This design comes from an exercise in tuning for small area on the open sky130 flow, not from production work. Where RTL was checked, it was by simulation tests only, not by an equivalence proof against the original.

==> run Z <==
==> flow/design.v <==
module afd_fifo #(
    parameter AW = 4                     
) (
    input  wire          clk,
    input  wire          rst_n,          
    input  wire          enq,            
    input  wire [7:0]    enq_data,
    output wire          wfull,          
    output wire [AW:0]   wcount,         
    input  wire          deq,            
    output wire [AW:0]   rcount,         
    output wire          rfull,
    output wire [7:0]    rdata,          
    output wire          view_evt        
);
    localparam PW = AW + 1;
    reg [7:0] mem [0:(1<<AW)-1];
    reg [PW-1:0] wptr;         
    reg [PW-1:0] wcnt;         
    reg [PW-1:0] fl_mark;      
    reg [PW-1:0] fl_next;      
    reg          fl_pend;      
    reg [4:1]    ph;           
    reg          rm1, rm2;     
    reg [PW-1:0] rhead;        
    reg [PW-1:0] rpub;         
    reg [PW-1:0] wview;        
    reg [PW-1:0] target;       
    reg          drain;        
    reg          wm1, wm2;     
    assign wcount = wcnt;
    assign wfull  = wcnt[PW-1];
    assign rcount = wview - rhead;
    assign rfull  = rcount[PW-1];
    assign rdata  = mem[rhead[AW-1:0]];
    wire enq_ok = enq & ~wfull;
    wire deq_ok = deq & (rcount != {PW{1'b0}});
    wire          busy     = |ph;                     
    wire          ovf      = enq & wfull;
    wire          issue    = ovf & ~busy;
    wire          reissue  = ph[4] & (fl_pend | ovf);
    wire [PW-1:0] n_wptr   = wptr + enq_ok;
    wire [PW-1:0] n_mark   = (issue | (reissue & ovf)) ? wptr :
                             reissue ? fl_next : fl_mark;
    wire          n_busy   = ph[1] | ph[2] | ph[3] | issue | reissue;
    wire [PW-1:0] lim      = n_busy ? n_mark : n_wptr;
    wire [PW-1:0] n_wview  = wview + wm2;
    wire [PW-1:0] wpub     = n_wview + wm1;
    wire          wmove    = (wpub != lim);
    always @(posedge clk) begin
        if (!rst_n) begin
            wptr    <= {PW{1'b0}};
            wcnt    <= {PW{1'b0}};
            fl_mark <= {PW{1'b0}};
            fl_next <= {PW{1'b0}};
            fl_pend <= 1'b0;
            ph      <= 4'd0;
            rm1     <= 1'b0;
            rm2     <= 1'b0;
        end else begin
            wptr    <= n_wptr;
            wcnt    <= wcnt + enq_ok - rm2;
            fl_mark <= n_mark;
            if (ovf & busy)
                fl_next <= wptr;
            fl_pend <= (fl_pend | (ovf & busy)) & ~ph[4];
            ph      <= {ph[3:1], issue | reissue};
            rm1     <= rmove;
            rm2     <= rm1;
        end
    end
    always @(posedge clk) begin
        if (rst_n && enq_ok)
            mem[wptr[AW-1:0]] <= enq_data;
    end
    wire          capture  = ph[2];
    wire          jump     = capture | (drain & wm2);
    wire [PW-1:0] n_target = capture ? fl_mark : target;
    wire [PW-1:0] n_rhead  = jump ? n_wview : rhead + deq_ok;
    wire          rmove    = (rpub != n_rhead);
    assign view_evt = wm2 | capture;
    always @(posedge clk) begin
        if (!rst_n) begin
            rhead  <= {PW{1'b0}};
            rpub   <= {PW{1'b0}};
            wview  <= {PW{1'b0}};
            target <= {PW{1'b0}};
            drain  <= 1'b0;
            wm1    <= 1'b0;
            wm2    <= 1'b0;
        end else begin
            rhead  <= n_rhead;
            rpub   <= rpub + rmove;
            wview  <= n_wview;
            target <= n_target;
            if (jump)
                drain <= (n_wview != n_target);
            wm1    <= wmove;
            wm2    <= wm1;
        end
    end
endmodule
module async_fifo_dual (
    input  wire        clk,
    input  wire        rst_n,           
    input  wire        a_valid,
    input  wire [11:0] a_cmd,
    output reg  [18:0] a_rsp,
    output reg         a_rsp_valid,
    output wire        a_err,
    input  wire        ser_ext,         
    input  wire        s_valid,
    input  wire [11:0] s_cmd,
    output reg  [18:0] s_rsp,
    output reg         s_rsp_valid,
    input  wire        p_txe,
    input  wire        p_rxne,
    input  wire [7:0]  p_rdata,
    output reg  [7:0]  p_wdata,
    output reg         p_wr,
    output reg         p_rd,
    output reg         p_clr_rxne,
    output wire        p_txeie,
    output wire        irq
);
    localparam AW_TX = 5;               
    localparam AW_RX = 4;               
    localparam [3:0] A_NOP      = 4'h0,
                     A_TX_ENQ   = 4'h1,
                     A_TX_COUNT = 4'h2,
                     A_TX_FULL  = 4'h3,
                     A_RX_DEQ   = 4'h4,
                     A_RX_COUNT = 4'h5,
                     A_ERR_READ = 4'h6,
                     A_ERR_CLR  = 4'h7;
    localparam [3:0] S_NOP      = 4'h0,
                     S_ISR      = 4'h1,
                     S_TX_DEQ   = 4'h2,
                     S_RX_ENQ   = 4'h3,
                     S_TX_COUNT = 4'h4,
                     S_TX_FULL  = 4'h5;
    reg              tx_enq, tx_deq, rx_enq, rx_deq;
    reg  [7:0]       rx_enq_data;
    wire             tx_wfull, tx_rfull, rx_wfull, rx_rfull;
    wire [AW_TX:0]   tx_wcount, tx_rcount;
    wire [AW_RX:0]   rx_wcount, rx_rcount;
    wire [7:0]       tx_rdata, rx_rdata;
    wire             tx_view_evt, rx_view_evt;
    afd_fifo #(.AW(AW_TX)) u_txf (
        .clk      (clk),
        .rst_n    (rst_n),
        .enq      (tx_enq),
        .enq_data (a_cmd[7:0]),
        .wfull    (tx_wfull),
        .wcount   (tx_wcount),
        .deq      (tx_deq),
        .rcount   (tx_rcount),
        .rfull    (tx_rfull),
        .rdata    (tx_rdata),
        .view_evt (tx_view_evt)
    );
    afd_fifo #(.AW(AW_RX)) u_rxf (
        .clk      (clk),
        .rst_n    (rst_n),
        .enq      (rx_enq),
        .enq_data (rx_enq_data),
        .wfull    (rx_wfull),
        .wcount   (rx_wcount),
        .deq      (rx_deq),
        .rcount   (rx_rcount),
        .rfull    (rx_rfull),
        .rdata    (rx_rdata),
        .view_evt (rx_view_evt)
    );
    reg err_tx;                         
    reg err_rx;                         
    reg err_rx_s1, err_rx_q;            
    reg ec_req, ec_pend;                
    reg ec_ack_s1, ec_ack_q;            
    reg ec_req_s1, ec_req_q, ec_ack;    
    reg armed;                          
    assign a_err   = err_tx | err_rx_q;
    assign p_txeie = armed;
    assign irq     = (p_txe & armed) | p_rxne;
    wire [3:0] a_op = a_cmd[11:8];
    wire       a_go = rst_n & a_valid;
    reg [15:0] a_val;
    reg        a_f0, a_ill;
    reg        n_err_tx, n_ec_req, n_ec_pend, n_ec_ack_q;
    always @(*) begin
        tx_enq     = 1'b0;
        rx_deq     = 1'b0;
        a_val      = 16'd0;
        a_f0       = 1'b0;
        a_ill      = 1'b0;
        n_err_tx   = err_tx;
        n_ec_req   = ec_req;
        n_ec_pend  = ec_pend;
        n_ec_ack_q = ec_ack_q;
        if (a_go) begin
            case (a_op)
                A_NOP: ;
                A_TX_ENQ: begin
                    tx_enq = 1'b1;
                    if (tx_wfull)
                        n_err_tx = 1'b1;    
                    else
                        a_f0 = 1'b1;
                end
                A_TX_COUNT: a_val = {{(15-AW_TX){1'b0}}, tx_wcount};
                A_TX_FULL:  a_f0  = tx_wfull;
                A_RX_DEQ: begin
                    rx_deq = 1'b1;
                    if (rx_rcount != 0) begin
                        a_val = {8'd0, rx_rdata};
                        a_f0  = 1'b1;
                    end
                end
                A_RX_COUNT: a_val = {{(15-AW_RX){1'b0}}, rx_rcount};
                A_ERR_READ: begin
                    a_val = {14'd0, err_rx_q, err_tx};
                    a_f0  = err_tx | err_rx_q;
                end
                A_ERR_CLR: begin
                    n_err_tx = 1'b0;
                    if (ec_req == ec_ack_q)
                        n_ec_req = ~ec_req;
                    else
                        n_ec_pend = 1'b1;
                end
                default: a_ill = 1'b1;
            endcase
        end
        if (ec_ack_s1 != ec_ack_q) begin
            n_ec_ack_q = ec_ack_s1;
            if (n_ec_ack_q == n_ec_req && n_ec_pend) begin
                n_ec_req  = ~n_ec_req;
                n_ec_pend = 1'b0;
            end
        end
    end
    always @(posedge clk) begin
        if (!rst_n) begin
            a_rsp       <= 19'd0;
            a_rsp_valid <= 1'b0;
            err_tx      <= 1'b0;
            err_rx_s1   <= 1'b0;
            err_rx_q    <= 1'b0;
            ec_req      <= 1'b0;
            ec_pend     <= 1'b0;
            ec_ack_s1   <= 1'b0;
            ec_ack_q    <= 1'b0;
        end else begin
            a_rsp_valid <= a_valid;
            if (a_valid)
                a_rsp <= {a_ill, 1'b0, a_f0, a_val};
            err_tx      <= n_err_tx;
            err_rx_s1   <= err_rx;
            err_rx_q    <= err_rx_s1;       
            ec_req      <= n_ec_req;
            ec_pend     <= n_ec_pend;
            ec_ack_s1   <= ec_ack;
            ec_ack_q    <= n_ec_ack_q;
        end
    end
    wire [3:0] s_op = ser_ext ? s_cmd[11:8] : S_ISR;
    wire       s_go = rst_n & (ser_ext ? s_valid : irq);
    wire       txp  = p_txe & armed;
    wire       rxp  = p_rxne;
    reg [15:0] s_val;
    reg        s_f0, s_f1, s_ill;
    reg        n_err_rx, n_ec_req_q, n_ec_ack, n_armed;
    always @(*) begin
        tx_deq      = 1'b0;
        rx_enq      = 1'b0;
        rx_enq_data = s_cmd[7:0];
        p_wdata     = 8'd0;
        p_wr        = 1'b0;
        p_rd        = 1'b0;
        p_clr_rxne  = 1'b0;
        s_val       = 16'd0;
        s_f0        = 1'b0;
        s_f1        = 1'b0;
        s_ill       = 1'b0;
        n_err_rx    = err_rx;
        n_ec_req_q  = ec_req_q;
        n_ec_ack    = ec_ack;
        n_armed     = armed;
        if (ec_req_s1 != ec_req_q) begin
            n_ec_req_q = ec_req_s1;
            n_err_rx   = 1'b0;
            n_ec_ack   = n_ec_req_q;
        end
        if (s_go) begin
            case (s_op)
                S_NOP: ;
                S_ISR: begin
                    if (txp) begin
                        tx_deq = 1'b1;
                        if (tx_rcount == 0) begin
                            n_armed = 1'b0;
                        end else begin
                            p_wdata    = tx_rdata;
                            p_wr       = 1'b1;
                            s_val[7:0] = tx_rdata;
                            s_f0       = 1'b1;
                        end
                    end
                    if (rxp) begin
                        p_rd        = 1'b1;
                        p_clr_rxne  = 1'b1;
                        rx_enq      = 1'b1;
                        rx_enq_data = p_rdata;
                        s_val[15:8] = p_rdata;
                        s_f1        = 1'b1;
                        if (rx_wfull)
                            n_err_rx = 1'b1;
                    end
                end
                S_TX_DEQ: begin
                    tx_deq = 1'b1;
                    if (tx_rcount == 0) begin
                        n_armed = 1'b0;
                    end else begin
                        s_val = {8'd0, tx_rdata};
                        s_f0  = 1'b1;
                    end
                end
                S_RX_ENQ: begin
                    rx_enq = 1'b1;
                    if (rx_wfull)
                        n_err_rx = 1'b1;
                    else
                        s_f0 = 1'b1;
                end
                S_TX_COUNT: s_val = {{(15-AW_TX){1'b0}}, tx_rcount};
                S_TX_FULL:  s_f0  = tx_rfull;
                default:    s_ill = 1'b1;
            endcase
        end
        if (tx_view_evt)
            n_armed = 1'b1;
    end
    always @(posedge clk) begin
        if (!rst_n) begin
            s_rsp       <= 19'd0;
            s_rsp_valid <= 1'b0;
            err_rx      <= 1'b0;
            ec_req_s1   <= 1'b0;
            ec_req_q    <= 1'b0;
            ec_ack      <= 1'b0;
            armed       <= 1'b0;
        end else begin
            s_rsp_valid <= s_go;
            if (s_go)
                s_rsp <= {s_ill, s_f1, s_f0, s_val};
            err_rx      <= n_err_rx;
            ec_req_s1   <= ec_req;
            ec_req_q    <= n_ec_req_q;
            ec_ack      <= n_ec_ack;
            armed       <= n_armed;
        end
    end
endmodule
==> flow/run.sh <==
#!/bin/bash
# synth_recipe.tcl (not shown) runs the flow's synth.tcl, then flattens the netlist and writes it again
# the make line also repeats each setting of config.mk as NAME=value (left out here)
make -C /OpenROAD-flow-scripts/flow DESIGN_CONFIG=/design/flow/config.mk WORK_HOME=/design/flow/orfs CLKGATE_MAP_FILE= SYNTH_SCRIPT=/design/flow/synth_recipe.tcl finish
==> flow/config.mk <==
export PLATFORM = sky130hd
export DESIGN_NAME = async_fifo_dual
export DESIGN_NICKNAME = async_fifo_dual
export VERILOG_FILES = /design/flow/design.v
export SDC_FILE = /design/flow/constraint.sdc
export NUM_CORES = 4
export LEC_CHECK = 0
export CAP_MARGIN = 20
export CORE_MARGIN = 2
export CORE_UTILIZATION = 40
export SLEW_MARGIN = 20
==> flow/constraint.sdc <==
create_clock -name core_clock -period 13.0 [get_ports {clk}]
set_input_delay 2.6000 -clock core_clock [delete_from_list [all_inputs] [get_ports {clk}]]
set_output_delay 2.6000 -clock core_clock [all_outputs]
set_load 0.01 [all_outputs]
==> run A (differences from run Z) <==
--- a/flow/design.v
+++ b/flow/design.v
@@ -27,3 +27,2 @@
     reg [PW-1:0] wview;        
-    reg [PW-1:0] target;       
     reg          drain;        
@@ -77,3 +76,2 @@
     wire          jump     = capture | (drain & wm2);
-    wire [PW-1:0] n_target = capture ? fl_mark : target;
     wire [PW-1:0] n_rhead  = jump ? n_wview : rhead + deq_ok;
@@ -86,3 +84,2 @@
             wview  <= {PW{1'b0}};
-            target <= {PW{1'b0}};
             drain  <= 1'b0;
@@ -94,5 +91,4 @@
             wview  <= n_wview;
-            target <= n_target;
             if (jump)
-                drain <= (n_wview != n_target);
+                drain <= (n_wview != fl_mark);
             wm1    <= wmove;
@@ -177,5 +173,4 @@
     reg err_rx_s1, err_rx_q;            
-    reg ec_req, ec_pend;                
-    reg ec_ack_s1, ec_ack_q;            
-    reg ec_req_s1, ec_req_q, ec_ack;    
+    reg ec_pend;                        
+    reg [4:1] ec_ph;
     reg armed;                          
@@ -188,3 +183,3 @@
     reg        a_f0, a_ill;
-    reg        n_err_tx, n_ec_req, n_ec_pend, n_ec_ack_q;
+    reg        n_err_tx, ec_clr;
     always @(*) begin
@@ -196,5 +191,3 @@
         n_err_tx   = err_tx;
-        n_ec_req   = ec_req;
-        n_ec_pend  = ec_pend;
-        n_ec_ack_q = ec_ack_q;
+        ec_clr     = 1'b0;
         if (a_go) begin
@@ -225,6 +218,3 @@
                     n_err_tx = 1'b0;
-                    if (ec_req == ec_ack_q)
-                        n_ec_req = ~ec_req;
-                    else
-                        n_ec_pend = 1'b1;
+                    ec_clr   = 1'b1;
                 end
@@ -233,10 +223,5 @@
         end
-        if (ec_ack_s1 != ec_ack_q) begin
-            n_ec_ack_q = ec_ack_s1;
-            if (n_ec_ack_q == n_ec_req && n_ec_pend) begin
-                n_ec_req  = ~n_ec_req;
-                n_ec_pend = 1'b0;
-            end
-        end
     end
+    wire ec_busy  = |ec_ph;
+    wire ec_issue = (ec_clr & ~ec_busy) | (ec_ph[4] & (ec_pend | ec_clr));
     always @(posedge clk) begin
@@ -248,6 +233,4 @@
             err_rx_q    <= 1'b0;
-            ec_req      <= 1'b0;
             ec_pend     <= 1'b0;
-            ec_ack_s1   <= 1'b0;
-            ec_ack_q    <= 1'b0;
+            ec_ph       <= 4'd0;
         end else begin
@@ -259,6 +242,4 @@
             err_rx_q    <= err_rx_s1;       
-            ec_req      <= n_ec_req;
-            ec_pend     <= n_ec_pend;
-            ec_ack_s1   <= ec_ack;
-            ec_ack_q    <= n_ec_ack_q;
+            ec_pend     <= (ec_pend | (ec_clr & ec_busy)) & ~ec_ph[4];
+            ec_ph       <= {ec_ph[3:1], ec_issue};
         end
@@ -271,3 +252,3 @@
     reg        s_f0, s_f1, s_ill;
-    reg        n_err_rx, n_ec_req_q, n_ec_ack, n_armed;
+    reg        n_err_rx, n_armed;
     always @(*) begin
@@ -285,10 +266,5 @@
         n_err_rx    = err_rx;
-        n_ec_req_q  = ec_req_q;
-        n_ec_ack    = ec_ack;
         n_armed     = armed;
-        if (ec_req_s1 != ec_req_q) begin
-            n_ec_req_q = ec_req_s1;
-            n_err_rx   = 1'b0;
-            n_ec_ack   = n_ec_req_q;
-        end
+        if (ec_ph[2])
+            n_err_rx = 1'b0;
         if (s_go) begin
@@ -348,5 +324,2 @@
             err_rx      <= 1'b0;
-            ec_req_s1   <= 1'b0;
-            ec_req_q    <= 1'b0;
-            ec_ack      <= 1'b0;
             armed       <= 1'b0;
@@ -357,5 +330,2 @@
             err_rx      <= n_err_rx;
-            ec_req_s1   <= ec_req;
-            ec_req_q    <= n_ec_req_q;
-            ec_ack      <= n_ec_ack;
             armed       <= n_armed;
- CORE_UTILIZATION: 40 -> 65
- CTS_CLUSTER_DIAMETER: default -> 60
- CTS_CLUSTER_SIZE: default -> 30
==> run R (differences from run Z) <==
--- a/flow/design.v
+++ b/flow/design.v
@@ -27,3 +27,2 @@
     reg [PW-1:0] wview;        
-    reg [PW-1:0] target;       
     reg          drain;        
@@ -77,3 +76,2 @@
     wire          jump     = capture | (drain & wm2);
-    wire [PW-1:0] n_target = capture ? fl_mark : target;
     wire [PW-1:0] n_rhead  = jump ? n_wview : rhead + deq_ok;
@@ -86,3 +84,2 @@
             wview  <= {PW{1'b0}};
-            target <= {PW{1'b0}};
             drain  <= 1'b0;
@@ -94,5 +91,4 @@
             wview  <= n_wview;
-            target <= n_target;
             if (jump)
-                drain <= (n_wview != n_target);
+                drain <= (n_wview != fl_mark);
             wm1    <= wmove;
@@ -177,5 +173,4 @@
     reg err_rx_s1, err_rx_q;            
-    reg ec_req, ec_pend;                
-    reg ec_ack_s1, ec_ack_q;            
-    reg ec_req_s1, ec_req_q, ec_ack;    
+    reg ec_pend;                        
+    reg [4:1] ec_ph;
     reg armed;                          
@@ -188,3 +183,3 @@
     reg        a_f0, a_ill;
-    reg        n_err_tx, n_ec_req, n_ec_pend, n_ec_ack_q;
+    reg        n_err_tx, ec_clr;
     always @(*) begin
@@ -196,5 +191,3 @@
         n_err_tx   = err_tx;
-        n_ec_req   = ec_req;
-        n_ec_pend  = ec_pend;
-        n_ec_ack_q = ec_ack_q;
+        ec_clr     = 1'b0;
         if (a_go) begin
@@ -225,6 +218,3 @@
                     n_err_tx = 1'b0;
-                    if (ec_req == ec_ack_q)
-                        n_ec_req = ~ec_req;
-                    else
-                        n_ec_pend = 1'b1;
+                    ec_clr   = 1'b1;
                 end
@@ -233,10 +223,5 @@
         end
-        if (ec_ack_s1 != ec_ack_q) begin
-            n_ec_ack_q = ec_ack_s1;
-            if (n_ec_ack_q == n_ec_req && n_ec_pend) begin
-                n_ec_req  = ~n_ec_req;
-                n_ec_pend = 1'b0;
-            end
-        end
     end
+    wire ec_busy  = |ec_ph;
+    wire ec_issue = (ec_clr & ~ec_busy) | (ec_ph[4] & (ec_pend | ec_clr));
     always @(posedge clk) begin
@@ -248,6 +233,4 @@
             err_rx_q    <= 1'b0;
-            ec_req      <= 1'b0;
             ec_pend     <= 1'b0;
-            ec_ack_s1   <= 1'b0;
-            ec_ack_q    <= 1'b0;
+            ec_ph       <= 4'd0;
         end else begin
@@ -259,6 +242,4 @@
             err_rx_q    <= err_rx_s1;       
-            ec_req      <= n_ec_req;
-            ec_pend     <= n_ec_pend;
-            ec_ack_s1   <= ec_ack;
-            ec_ack_q    <= n_ec_ack_q;
+            ec_pend     <= (ec_pend | (ec_clr & ec_busy)) & ~ec_ph[4];
+            ec_ph       <= {ec_ph[3:1], ec_issue};
         end
@@ -271,3 +252,3 @@
     reg        s_f0, s_f1, s_ill;
-    reg        n_err_rx, n_ec_req_q, n_ec_ack, n_armed;
+    reg        n_err_rx, n_armed;
     always @(*) begin
@@ -285,10 +266,5 @@
         n_err_rx    = err_rx;
-        n_ec_req_q  = ec_req_q;
-        n_ec_ack    = ec_ack;
         n_armed     = armed;
-        if (ec_req_s1 != ec_req_q) begin
-            n_ec_req_q = ec_req_s1;
-            n_err_rx   = 1'b0;
-            n_ec_ack   = n_ec_req_q;
-        end
+        if (ec_ph[2])
+            n_err_rx = 1'b0;
         if (s_go) begin
@@ -348,5 +324,2 @@
             err_rx      <= 1'b0;
-            ec_req_s1   <= 1'b0;
-            ec_req_q    <= 1'b0;
-            ec_ack      <= 1'b0;
             armed       <= 1'b0;
@@ -357,5 +330,2 @@
             err_rx      <= n_err_rx;
-            ec_req_s1   <= ec_req;
-            ec_req_q    <= n_ec_req_q;
-            ec_ack      <= n_ec_ack;
             armed       <= n_armed;
- CORE_UTILIZATION: 40 -> 70
- CTS_CLUSTER_DIAMETER: default -> 100
- CTS_CLUSTER_SIZE: default -> 25
==> summary.txt <==
VDD IR max = 145 µV
Crit. Startpoint = s_cmd[8]
Signal buf overhead = 3.52%
Multi-input gate count = 994
Status = no timing/DRC/antenna violations
-- figures above: run Z

==> summary.txt <==
VDD IR max = 169 µV
Crit. Startpoint = ser_ext
Multi-input gate count = 914
Status = no timing/DRC/antenna violations
Signal buf overhead = 3.84%
-- figures above: run A

==> summary.txt <==
Status = no timing/DRC/antenna violations
Largest family of logic cells by synthesized area = multiplexers
Initial Util = 70.7%
Signal buf overhead = 3.90%
Drt total wl = 52.0 mm
# DRC = 0
Multi-input gate count = 914
Diode count = 1
Clock buffer cells = 40
CP max stage delay = 790 ps
CP Buf/Inv Count = 2
-- figures above: run R

For run A and run R, only the layout was checked, not whether the RTL still works.

separate check: timing with driven ports:
How much do the figures lean on ideal ports? The routed layouts below were timed once more, with nothing changed but the port constraints.
Step 1 (the two cells are an assumption about what drives the block):
set clk [get_ports {clk}]
set_driving_cell -lib_cell sky130_fd_sc_hd__clkbuf_16 $clk
set_driving_cell -lib_cell sky130_fd_sc_hd__buf_2 [delete_from_list [all_inputs] $clk]
Step 2 moves the port delays by t, midway between the first and last clock arrival at a register: inputs arrive t later, outputs are due t later. That takes back most of the time a late clock gives input paths.
Slacks: ideal / step 1 / step 2; pairs: ideal / step 1.
| run | shift t [ns] | slack for setup (ns) | clock arrival spread, ns | worst slew at a driven data input, ns |
|---|---|---|---|---|
| run Z | 0.667 | 4.836 / 4.810 / 4.810 | 0.065 / 0.065 | 0.05 |
| run A | 0.587 | 4.232 / 4.158 / 4.158 | 0.040 / 0.040 | 0.09 |
| run R | 0.614 | 4.194 / 4.168 / 4.168 | 0.020 / 0.020 | 0.07 |
After both steps setup and hold are still met in every run listed. The setup slack of run A, which loses most, moves by -0.074 ns with the drivers and by -0.074 ns with both steps.
